From an optimization exercise on the open Yosys and OpenROAD flow, aimed at small area, a short achievable clock period and few clock cycles; shortcuts taken in it are not production practice.
At most, simulation tests tie the RTL to the original design; equivalence was not proved.

==> v25: inputs <==
## pcm_scaler
module pcm_scaler (
    input  wire        clk,
    input  wire        rst,           
    input  wire        cfg_wr,
    input  wire        cfg_w16,       
    input  wire        cfg_signed,    
    input  wire        cfg_order,     
    input  wire        gain_wr,
    input  wire [31:0] gain_data,     
    output wire [16:0] gain_q,
    input  wire        in_valid,
    input  wire [7:0]  in_byte,
    output reg         in_ready,
    output reg         out_valid,
    output reg  [15:0] out_duty,
    input  wire        out_ready
);
Settings: LEC_CHECK=0, CAP_MARGIN=20, CORE_MARGIN=2, CORE_UTILIZATION=40, SLEW_MARGIN=20; clock period 15.0 ns.
run.sh (not shown) runs the stock make flow with config.mk's settings and CLKGATE_MAP_FILE= SYNTH_SCRIPT=/design/flow/synth_recipe.tcl, a recipe that flattens the netlist after the stock synthesis.
==> inputs of v16, as changes to v25 <==
--- a/flow/design.v
+++ b/flow/design.v
@@ -44,17 +44,19 @@
     end
     reg        have_b0;
     reg [7:0]  b0;
     wire in_fire  = in_valid && in_ready;
     wire complete = in_fire && (!a_w16 || have_b0);
-    reg [7:0]  lo;            
+    reg [7:0]  xr;            
     reg [7:0]  hi;            
     reg [15:0] gs;            
     reg        m_valid;
     reg        m_w16;
     reg        m_pass2;       
+    reg        neg;           
     wire flip = !a_signed;    
+    wire do_p1, do_p2, do_8;
     always @(posedge clk) begin
         if (rst) begin
             have_b0 <= 1'b0;
         end else begin
             if (in_fire && a_w16 && !have_b0) begin
@@ -67,28 +69,29 @@
                 have_b0 <= 1'b0;
         end
         if (complete) begin
             gs <= g[15:0] | {16{g[16]}};
             if (!a_w16) begin
-                lo <= {in_byte[7] ^ flip, in_byte[6:0]};
+                xr  <= {in_byte[7] ^ flip, in_byte[6:0]};
+                neg <= in_byte[7] ^ flip;
             end else if (a_order) begin
-                lo <= in_byte;
-                hi <= {b0[7] ^ flip, b0[6:0]};
+                xr  <= in_byte;
+                hi  <= {b0[7] ^ flip, b0[6:0]};
+                neg <= b0[7] ^ flip;
             end else begin
-                lo <= b0;
-                hi <= {in_byte[7] ^ flip, in_byte[6:0]};
+                xr  <= b0;
+                hi  <= {in_byte[7] ^ flip, in_byte[6:0]};
+                neg <= in_byte[7] ^ flip;
             end
+        end else if (do_p1) begin
+            xr <= hi;
         end
     end
-    wire        use_hi = m_w16 && m_pass2;
-    wire [7:0]  x      = use_hi ? hi : lo;
-    wire        x_sgn  = !(m_w16 && !m_pass2);
-    wire        neg    = m_w16 ? hi[7] : lo[7];
-    wire [15:0] k      = {!neg, {15{neg}}};
-    wire [15:0] a      = use_hi ? out_duty : k;
-    wire        sx = x_sgn;
-    wire [15:0] g_ = gs;
+    wire [7:0]  x   = xr;
+    wire        sx  = !m_w16 || m_pass2;
+    wire [15:0] g_  = gs;
+    wire [15:0] a   = m_pass2 ? out_duty : {!neg, {15{neg}}};
     wire m0 = x[0] & g_[0];
     wire m1 = x[0] & g_[1];
     wire m2 = x[0] & g_[2];
     wire m3 = x[0] & g_[3];
     wire m4 = x[0] & g_[4];
@@ -459,55 +462,43 @@
     wire m369 = m127 & m325;
     wire [23:0] ta = {sx, m367, m365, m363, m361, m359, m357, m355, m353, m351, m349, m347, m345, m343, m341, m339, m337, m335, m333, m331, m329, m327, a[1], m0};
     wire [23:0] tb = {m369, m368, m366, m364, m362, m360, m358, m356, m354, m352, m350, m348, m346, m344, m342, m340, m338, m336, m334, m332, m330, m328, m326, a[0]};
     wire [23:0] tsum = ta + tb;
     wire [15:0] rh = tsum[23:8];
-    wire [23:0] r = {rh, 8'd0};
     reg        s_valid;
     reg [7:0]  s_v;
     wire pop     = out_valid && out_ready;
     wire push_ok = !s_valid || out_ready;
     wire empty_n = !s_valid && (!out_valid || out_ready);    
-    wire do_p1   = m_valid && m_w16 && !m_pass2 && empty_n;
-    wire do_p2   = m_valid && m_w16 && m_pass2;
-    wire do_8    = m_valid && !m_w16 && push_ok;
-    wire m_done  = do_p2 || do_8;
-    wire [7:0]  v8  = {~r[23], r[22:16]};
-    wire [15:0] v16 = {~r[23], r[22:8]};
+    assign do_p1 = m_valid && m_w16 && !m_pass2 && empty_n;
+    assign do_p2 = m_valid && m_pass2;
+    assign do_8  = m_valid && !m_w16 && push_ok;
+    wire   m_done = do_p2 || do_8;
+    wire [7:0]  v8   = {~rh[15], rh[14:8]};
+    wire [15:0] mres = m_w16 ? {rh[15] ^ m_pass2, rh[14:0]} : {v8, v8};
     wire to_s = do_8 && out_valid && !pop;
     always @(posedge clk) begin
         if (rst) begin
             out_valid <= 1'b0;
             s_valid   <= 1'b0;
         end else begin
             if (!out_valid || pop) begin
-                if (s_valid) begin
-                    out_valid <= 1'b1;
-                    out_duty  <= {s_v, s_v};
-                end else if (do_8) begin
-                    out_valid <= 1'b1;
-                    out_duty  <= {v8, v8};
-                end else if (do_p2) begin
-                    out_valid <= 1'b1;
-                    out_duty  <= v16;
-                end else if (do_p1) begin
-                    out_valid <= 1'b0;
-                    out_duty  <= r[23:8];
-                end else begin
-                    out_valid <= 1'b0;
-                end
+                out_valid <= s_valid || do_8 || do_p2;
+                if (s_valid)
+                    out_duty <= {s_v, s_v};
+                else if (m_valid)
+                    out_duty <= mres;
             end
             if (s_valid && pop) begin
                 s_valid <= do_8;
                 s_v     <= v8;
             end else if (to_s) begin
                 s_valid <= 1'b1;
                 s_v     <= v8;
             end
         end
     end
-    wire m_free = !m_valid || m_done;
     always @(posedge clk) begin
         if (rst) begin
             m_valid <= 1'b0;
             m_pass2 <= 1'b0;
         end else begin
- CAP_MARGIN: 20 -> 50
- SLEW_MARGIN: 20 -> 75
==> inputs of v5, as changes to v25 <==
--- a/flow/design.v
+++ b/flow/design.v
@@ -44,17 +44,19 @@
     end
     reg        have_b0;
     reg [7:0]  b0;
     wire in_fire  = in_valid && in_ready;
     wire complete = in_fire && (!a_w16 || have_b0);
-    reg [7:0]  lo;            
+    reg [7:0]  xr;            
     reg [7:0]  hi;            
     reg [15:0] gs;            
     reg        m_valid;
     reg        m_w16;
     reg        m_pass2;       
+    reg        neg;           
     wire flip = !a_signed;    
+    wire do_p1, do_p2, do_8;
     always @(posedge clk) begin
         if (rst) begin
             have_b0 <= 1'b0;
         end else begin
             if (in_fire && a_w16 && !have_b0) begin
@@ -67,28 +69,29 @@
                 have_b0 <= 1'b0;
         end
         if (complete) begin
             gs <= g[15:0] | {16{g[16]}};
             if (!a_w16) begin
-                lo <= {in_byte[7] ^ flip, in_byte[6:0]};
+                xr  <= {in_byte[7] ^ flip, in_byte[6:0]};
+                neg <= in_byte[7] ^ flip;
             end else if (a_order) begin
-                lo <= in_byte;
-                hi <= {b0[7] ^ flip, b0[6:0]};
+                xr  <= in_byte;
+                hi  <= {b0[7] ^ flip, b0[6:0]};
+                neg <= b0[7] ^ flip;
             end else begin
-                lo <= b0;
-                hi <= {in_byte[7] ^ flip, in_byte[6:0]};
+                xr  <= b0;
+                hi  <= {in_byte[7] ^ flip, in_byte[6:0]};
+                neg <= in_byte[7] ^ flip;
             end
+        end else if (do_p1) begin
+            xr <= hi;
         end
     end
-    wire        use_hi = m_w16 && m_pass2;
-    wire [7:0]  x      = use_hi ? hi : lo;
-    wire        x_sgn  = !(m_w16 && !m_pass2);
-    wire        neg    = m_w16 ? hi[7] : lo[7];
-    wire [15:0] k      = {!neg, {15{neg}}};
-    wire [15:0] a      = use_hi ? out_duty : k;
-    wire        sx = x_sgn;
-    wire [15:0] g_ = gs;
+    wire [7:0]  x   = xr;
+    wire        sx  = !m_w16 || m_pass2;
+    wire [15:0] g_  = gs;
+    wire [15:0] a   = m_pass2 ? out_duty : {!neg, {15{neg}}};
     wire m0 = x[0] & g_[0];
     wire m1 = x[0] & g_[1];
     wire m2 = x[0] & g_[2];
     wire m3 = x[0] & g_[3];
     wire m4 = x[0] & g_[4];
@@ -459,55 +462,43 @@
     wire m369 = m127 & m325;
     wire [23:0] ta = {sx, m367, m365, m363, m361, m359, m357, m355, m353, m351, m349, m347, m345, m343, m341, m339, m337, m335, m333, m331, m329, m327, a[1], m0};
     wire [23:0] tb = {m369, m368, m366, m364, m362, m360, m358, m356, m354, m352, m350, m348, m346, m344, m342, m340, m338, m336, m334, m332, m330, m328, m326, a[0]};
     wire [23:0] tsum = ta + tb;
     wire [15:0] rh = tsum[23:8];
-    wire [23:0] r = {rh, 8'd0};
     reg        s_valid;
     reg [7:0]  s_v;
     wire pop     = out_valid && out_ready;
     wire push_ok = !s_valid || out_ready;
     wire empty_n = !s_valid && (!out_valid || out_ready);    
-    wire do_p1   = m_valid && m_w16 && !m_pass2 && empty_n;
-    wire do_p2   = m_valid && m_w16 && m_pass2;
-    wire do_8    = m_valid && !m_w16 && push_ok;
-    wire m_done  = do_p2 || do_8;
-    wire [7:0]  v8  = {~r[23], r[22:16]};
-    wire [15:0] v16 = {~r[23], r[22:8]};
+    assign do_p1 = m_valid && m_w16 && !m_pass2 && empty_n;
+    assign do_p2 = m_valid && m_pass2;
+    assign do_8  = m_valid && !m_w16 && push_ok;
+    wire   m_done = do_p2 || do_8;
+    wire [7:0]  v8   = {~rh[15], rh[14:8]};
+    wire [15:0] mres = m_w16 ? {rh[15] ^ m_pass2, rh[14:0]} : {v8, v8};
     wire to_s = do_8 && out_valid && !pop;
     always @(posedge clk) begin
         if (rst) begin
             out_valid <= 1'b0;
             s_valid   <= 1'b0;
         end else begin
             if (!out_valid || pop) begin
-                if (s_valid) begin
-                    out_valid <= 1'b1;
-                    out_duty  <= {s_v, s_v};
-                end else if (do_8) begin
-                    out_valid <= 1'b1;
-                    out_duty  <= {v8, v8};
-                end else if (do_p2) begin
-                    out_valid <= 1'b1;
-                    out_duty  <= v16;
-                end else if (do_p1) begin
-                    out_valid <= 1'b0;
-                    out_duty  <= r[23:8];
-                end else begin
-                    out_valid <= 1'b0;
-                end
+                out_valid <= s_valid || do_8 || do_p2;
+                if (s_valid)
+                    out_duty <= {s_v, s_v};
+                else if (m_valid)
+                    out_duty <= mres;
             end
             if (s_valid && pop) begin
                 s_valid <= do_8;
                 s_v     <= v8;
             end else if (to_s) begin
                 s_valid <= 1'b1;
                 s_v     <= v8;
             end
         end
     end
-    wire m_free = !m_valid || m_done;
     always @(posedge clk) begin
         if (rst) begin
             m_valid <= 1'b0;
             m_pass2 <= 1'b0;
         end else begin
==> summary.txt <==
Run status: v16 finished clean; v5 finished clean; v25 finished clean
Multi-input logic portion of the cell area: v16 53.1%; v5 53.7%; v25 54.4%
Final setup margin: v16 9.43 ns; v5 9.05 ns; v25 8.40 ns
Clock network share of area: v16 2.93%; v5 3.23%; v25 2.69%
Distinct cell type count after synthesis: v16 59; v5 59; v25 56
Critical-path cell with the highest stage delay: v16 fa_1; v5 edfxtp_1; v25 mux2i_2
Full die area: v16 22700 um^2; v5 22700 um^2; v25 22500 um^2
Detail Placement HPWL: v16 16800 um; v5 16000 um; v25 15900 um
Global routing met2 resource utilization: v16 32.4%; v5 31.8%; v25 31.4%
Synth area leader: v16 edfxtp_1; v5 edfxtp_1; v25 fa_1
Part of the Yosys area used for sequential elements: v16 29.1%; v5 29.1%; v25 28.9%
Non-filler instance count after layout: v16 1290; v5 1257; v25 1246
Met1 Track Usage GR: v16 24.0%; v5 24.2%; v25 25.4%
Nets in the synthesized netlist: v16 1105; v5 1105; v25 1086
Clock tree skew after final layout: v16 0.00788 ns; v5 0.0100 ns; v25 0.0145 ns
Placed Cells incl. Taps: v16 1272; v5 1241; v25 1231
Post-Synth Simple-Gate Area: v16 17.6%; v5 17.6%; v25 17.3%
#MultiIn Comb: v16 628; v5 628; v25 626
# clk buffers: v16 9; v5 12; v25 10
Critical Path Fanout Max: v16 19; v5 20; v25 15
Average via count per standard cell: v16 4.92; v5 4.97; v25 4.98
Footprint of the flip-flops and latches: v16 2510 um^2; v5 2500 um^2; v25 2470 um^2
Worst rel slew slack: v16 76.6%; v5 35.3%; v25 25.7%
Testbench counts of v16, summed over its fixed seeds: cycles 22,711.
Testbench counts of v5, summed over its fixed seeds: cycles 22,711.
No functional check of the RTL was part of v25.

## static timing again, ports no longer ideal
Ports are ideal in the flow. The routed layouts listed here were re-timed in OpenROAD.
Step 1: set_driving_cell puts a clkbuf_16 on clk and a buf_2 on each other input, an assumption about the parent block.
Step 2 adds t to the input delays and takes it off the output delays; t is the mean of the earliest and latest rising clock arrival at the registers after step 1. Input paths then give back, and output paths get back, about the clock's delay inside the block.
a / b / c = no drivers / after step 1 / after step 2; a / b = the first two.
run	shift t [ns]	setup WS [ns]	hold WS [ns]	slew at the worst register clock pin (ns)	pins driven straight from the clock port
v25	0.389	8.400 / 8.400 / 8.400	0.497 / 0.497 / 0.497	0.07 / 0.07	1
v16	0.383	9.430 / 9.430 / 9.430	0.491 / 0.491 / 0.491	0.07 / 0.07	1
v5	0.394	9.050 / 9.050 / 9.050	0.486 / 0.486 / 0.486	0.07 / 0.07	1
After both steps every run listed still meets setup and hold.
